Source: an optimization exercise on an open RTL-to-GDS flow (aim: small area, a short achievable clock period and few clock cycles). Production flows keep margins and buffers that such runs may drop. Where RTL was checked, it was by simulation tests only, not by an equivalence proof against the original. No activity file was given, so power comes from the tool's default toggle rates.

north:
## rbsm_matcher
module rbsm_matcher #(
    parameter PAT_MAX = 8,     
    parameter N_SLOT  = 11     
) (
    input  wire        clk,
    input  wire        rst,           
    input  wire        pl_clr,        
    input  wire        pl_push,       
    input  wire [3:0]  pl_slot,
    input  wire [7:0]  pl_byte,
    input  wire        cmd_wait,
    input  wire        cmd_mok,
    input  wire        cmd_merr,
    input  wire        cmd_clr,
    input  wire [31:0] cmd_timeout,
    input  wire        ms_tick,
    input  wire        rx_valid,
    input  wire [7:0]  rx_byte,
    output wire        rx_ready,
    output wire        busy,
    output reg         done,
    output reg  [2:0]  outcome,
    output wire        urc_valid,
    output reg  [2:0]  urc_index,
    input  wire        urc_done
);
Size: ~2700 cells after synthesis, roughly 900 flip-flops, about 38000 µm² of cells after synthesis.
export LEC_CHECK = 0
export CAP_MARGIN = 0
export CORE_MARGIN = 2
export CORE_UTILIZATION = 45
export CTS_CLUSTER_DIAMETER = 80
export CTS_CLUSTER_SIZE = 26
export PLACE_DENSITY = 0.6
export SETUP_SLACK_MARGIN = 5
export SLEW_MARGIN = 0
create_clock -name core_clock -period 8.0 [get_ports {clk}]
standard.sh (not shown) runs the stock make flow with config.mk's settings and CLKGATE_MAP_FILE= SYNTH_SCRIPT=/design/flow/synth_recipe.tcl, a recipe that flattens the netlist after the stock synthesis.
==> flow/flow/run.sh <==
#!/bin/bash
set -euo pipefail
bash standard.sh SETUP_SLACK_MARGIN=5.4 finish > standard_flow.log 2>&1
Testbench counts of north, summed over its fixed seeds: cycles 21,841.
Here is what was changed in the inputs of south compared with north.
# north
export LEC_CHECK = 0
export CAP_MARGIN = 0
export CORE_MARGIN = 2
export CORE_UTILIZATION = 45
export CTS_CLUSTER_DIAMETER = 80
export CTS_CLUSTER_SIZE = 26
export PLACE_DENSITY = 0.6
export SETUP_SLACK_MARGIN = 5
export SLEW_MARGIN = 0
create_clock -name core_clock -period 8.0 [get_ports {clk}]
# south
export LEC_CHECK = 0
export CAP_MARGIN = 0
export CORE_MARGIN = 2
export CORE_UTILIZATION = 40
export CTS_CLUSTER_DIAMETER = 80
export CTS_CLUSTER_SIZE = 26
export PLACE_DENSITY = 0.55
export SETUP_SLACK_MARGIN = 5
export SLEW_MARGIN = 0
create_clock -name core_clock -period 8.0 [get_ports {clk}]
==> flow/flow/run.sh <==
#!/bin/bash
set -euo pipefail
bash standard.sh SETUP_SLACK_MARGIN=5.3 finish > standard_flow.log 2>&1
### Flow results
south | status: complete | timing, DRC, antenna: pass
Compared with north, south shows a total area of multi-input combinational cells that is about 0.4% lower.
Changes observed in south relative to north: share of the cycle needed by the critical path after routing decreased 0.46 points, DRC marker count from the first detailed-route iteration decreased 19%, met1 layer usage reported by global route decreased 3.7 points.
What east does differently from south at the input level:
# south
export LEC_CHECK = 0
export CAP_MARGIN = 0
export CORE_MARGIN = 2
export CORE_UTILIZATION = 40
export CTS_CLUSTER_DIAMETER = 80
export CTS_CLUSTER_SIZE = 26
export PLACE_DENSITY = 0.55
export SETUP_SLACK_MARGIN = 5
export SLEW_MARGIN = 0
create_clock -name core_clock -period 8.0 [get_ports {clk}]
# east
export LEC_CHECK = 0
export CAP_MARGIN = 0
export CORE_MARGIN = 2
export CORE_UTILIZATION = 45
export CTS_CLUSTER_DIAMETER = 80
export CTS_CLUSTER_SIZE = 26
export PLACE_DENSITY = 0.6
export SETUP_SLACK_MARGIN = 5
export SLEW_MARGIN = 0
create_clock -name core_clock -period 8.0 [get_ports {clk}]
==> flow/flow/run.sh <==
#!/bin/bash
set -euo pipefail
bash standard.sh SETUP_SLACK_MARGIN=5.15 finish > standard_flow.log 2>&1
==> comparison <==
- Post-route worst setup slack down 0.028 ns in east wrt south
- From south to east, post-synthesis share of cell area spent on xor and xnor gates did not move at all.
- Changes observed in east relative to south: number of logic inverters in the finished layout now sits lower; tightest slew margin relative to the limit shrank by 4.5 points; all-layer global routing usage went up by 1.9 points.
Edits applied to the flow inputs when going from east to west:
==> flow/flow/run.sh <==
#!/bin/bash
set -euo pipefail
bash standard.sh SETUP_SLACK_MARGIN=5.3 finish > standard_flow.log 2>&1
## What came out
Of the two values seen for category of the most critical setup path, primary input to flop was produced by east and flop to primary output by west.
For half-perimeter wire length after placement, east and west come out practically identical.
Maximum frequency: east and west compared, higher one is west
Synthesized cell count came out exactly the same in east and west.
| total number of vias | west vs east | ≈ equal |
[west] final period demand of the worst path fell 0.032 ns relative to east
Maximum VDD drop: west < east
west finished every step from synthesis to the final layout, and the layout passed the timing, DRC and antenna checks.
Going from east to west, final clock period utilization by the worst path shrinks by 0.40 points.
The clock edge transition at the registers on the reported setup and hold paths of east and that of west are within noise of each other.
Number of global-route vias before repair: east and west compared, lower one is east
Here is what was changed in the inputs of middle compared with west.
# west
export LEC_CHECK = 0
export CAP_MARGIN = 0
export CORE_MARGIN = 2
export CORE_UTILIZATION = 45
export CTS_CLUSTER_DIAMETER = 80
export CTS_CLUSTER_SIZE = 26
export PLACE_DENSITY = 0.6
export SETUP_SLACK_MARGIN = 5
export SLEW_MARGIN = 0
create_clock -name core_clock -period 8.0 [get_ports {clk}]
# middle
export LEC_CHECK = 0
export CAP_MARGIN = 0
export CORE_MARGIN = 2
export CORE_UTILIZATION = 45
export CTS_CLUSTER_DIAMETER = 80
export CTS_CLUSTER_SIZE = 24
export PLACE_DENSITY = 0.6
export SETUP_SLACK_MARGIN = 5
export SLEW_MARGIN = 0
create_clock -name core_clock -period 8.0 [get_ports {clk}]
[summary]
- Looking at the reports, middle completed the entire flow and the layout it produced met the timing, DRC and antenna checks.
- west reached the end of the flow, and the finished layout is clean on the timing, DRC and antenna checks.
- Cmp middle vs west: area added between synthesis and finish lower in middle
- Overall power was lower in middle than in west.
- middle -> west: routed wire length flat
- Compared middle against west; first-pass GRT wire length within noise.

* * *

before:
Another version of the RTL of rbsm_matcher (not shown whole).
export LEC_CHECK = 0
export CAP_MARGIN = 0
export CORE_MARGIN = 2
export CORE_UTILIZATION = 50
export CTS_CLUSTER_DIAMETER = 80
export CTS_CLUSTER_SIZE = 24
export PLACE_DENSITY = 0.62
export SETUP_SLACK_MARGIN = 5
export SLEW_MARGIN = 0
create_clock -name core_clock -period 8.0 [get_ports {clk}]
run.sh (not shown) runs the stock make flow with config.mk's settings and CLKGATE_MAP_FILE= SYNTH_SCRIPT=/design/flow/synth_recipe.tcl, a recipe that flattens the netlist after the stock synthesis.
Stock flow here: none of the scripts above is used.
The following lists how after was set up differently from before:
- swapping 0.62 for 0.6 in PLACE_DENSITY
- swapping 24 for 26 in CTS_CLUSTER_SIZE
- swapping 50 for 45 in CORE_UTILIZATION
[summary]
- Diff before -> after | worst reg2reg path depth | increase of 3
- Diff before -> after: met1 track demand over resource in global routing decreased by 3.6 points relative to the old numbers, post-route antenna net violation count ~0 delta, number of buffers other than clock buffers in the final layout moved up, wire length of the first global-routing pass has increased, initial antenna violation count now sits higher.
- Per the comparison of after with before, share of final-layout standard cells stronger than drive strength 1 grew by 0.24 points, tightest slew margin relative to the limit grew by 8.7 points, die footprint grew by 0.0086 mm².
No run of this note included a check of the RTL's function; only the layout flow was run.

[separate check: timing with driven ports]
How much do the figures lean on ideal ports? The routed layouts below were timed once more, with nothing changed but the port constraints.
Step 1: set_driving_cell puts a clkbuf_16 on clk and a buf_2 on each other input, an assumption about the parent block.
Step 2 times the ports against the registers' clock, not the clock port: input delays grow and output delays shrink by t, the midpoint of the rising clock arrivals with the driver on.
Slacks: no drivers / after step 1 / after step 2; pairs: no drivers / after step 1.
run | t, ns | slack for setup (ns) | hold WS [ns] | worst data-port slew with drivers (ns)
north | 0.680 | 5.168 / 5.102 / 4.774 | 0.470 / 0.470 / 0.470 | 0.05
south | 0.680 | 5.205 / 5.145 / 4.681 | 0.464 / 0.464 / 0.464 | 0.07
east | 0.673 | 5.177 / 5.113 / 4.542 | 0.462 / 0.462 / 0.462 | 0.06
west | 0.674 | 5.209 / 5.143 / 4.670 | 0.464 / 0.464 / 0.464 | 0.06
middle | 0.676 | 5.210 / 5.145 / 4.663 | 0.464 / 0.464 / 0.464 | 0.06
before | 0.665 | 4.779 / 4.807 / 4.142 | 0.469 / 0.469 / 0.469 | 0.04
after | 0.679 | 4.948 / 4.948 / 4.349 | 0.467 / 0.467 / 0.467 | 0.06
After both steps every run listed still meets setup and hold. For before, which loses most, drivers alone change the setup slack by +0.028 ns; drivers and shift together by -0.637 ns.
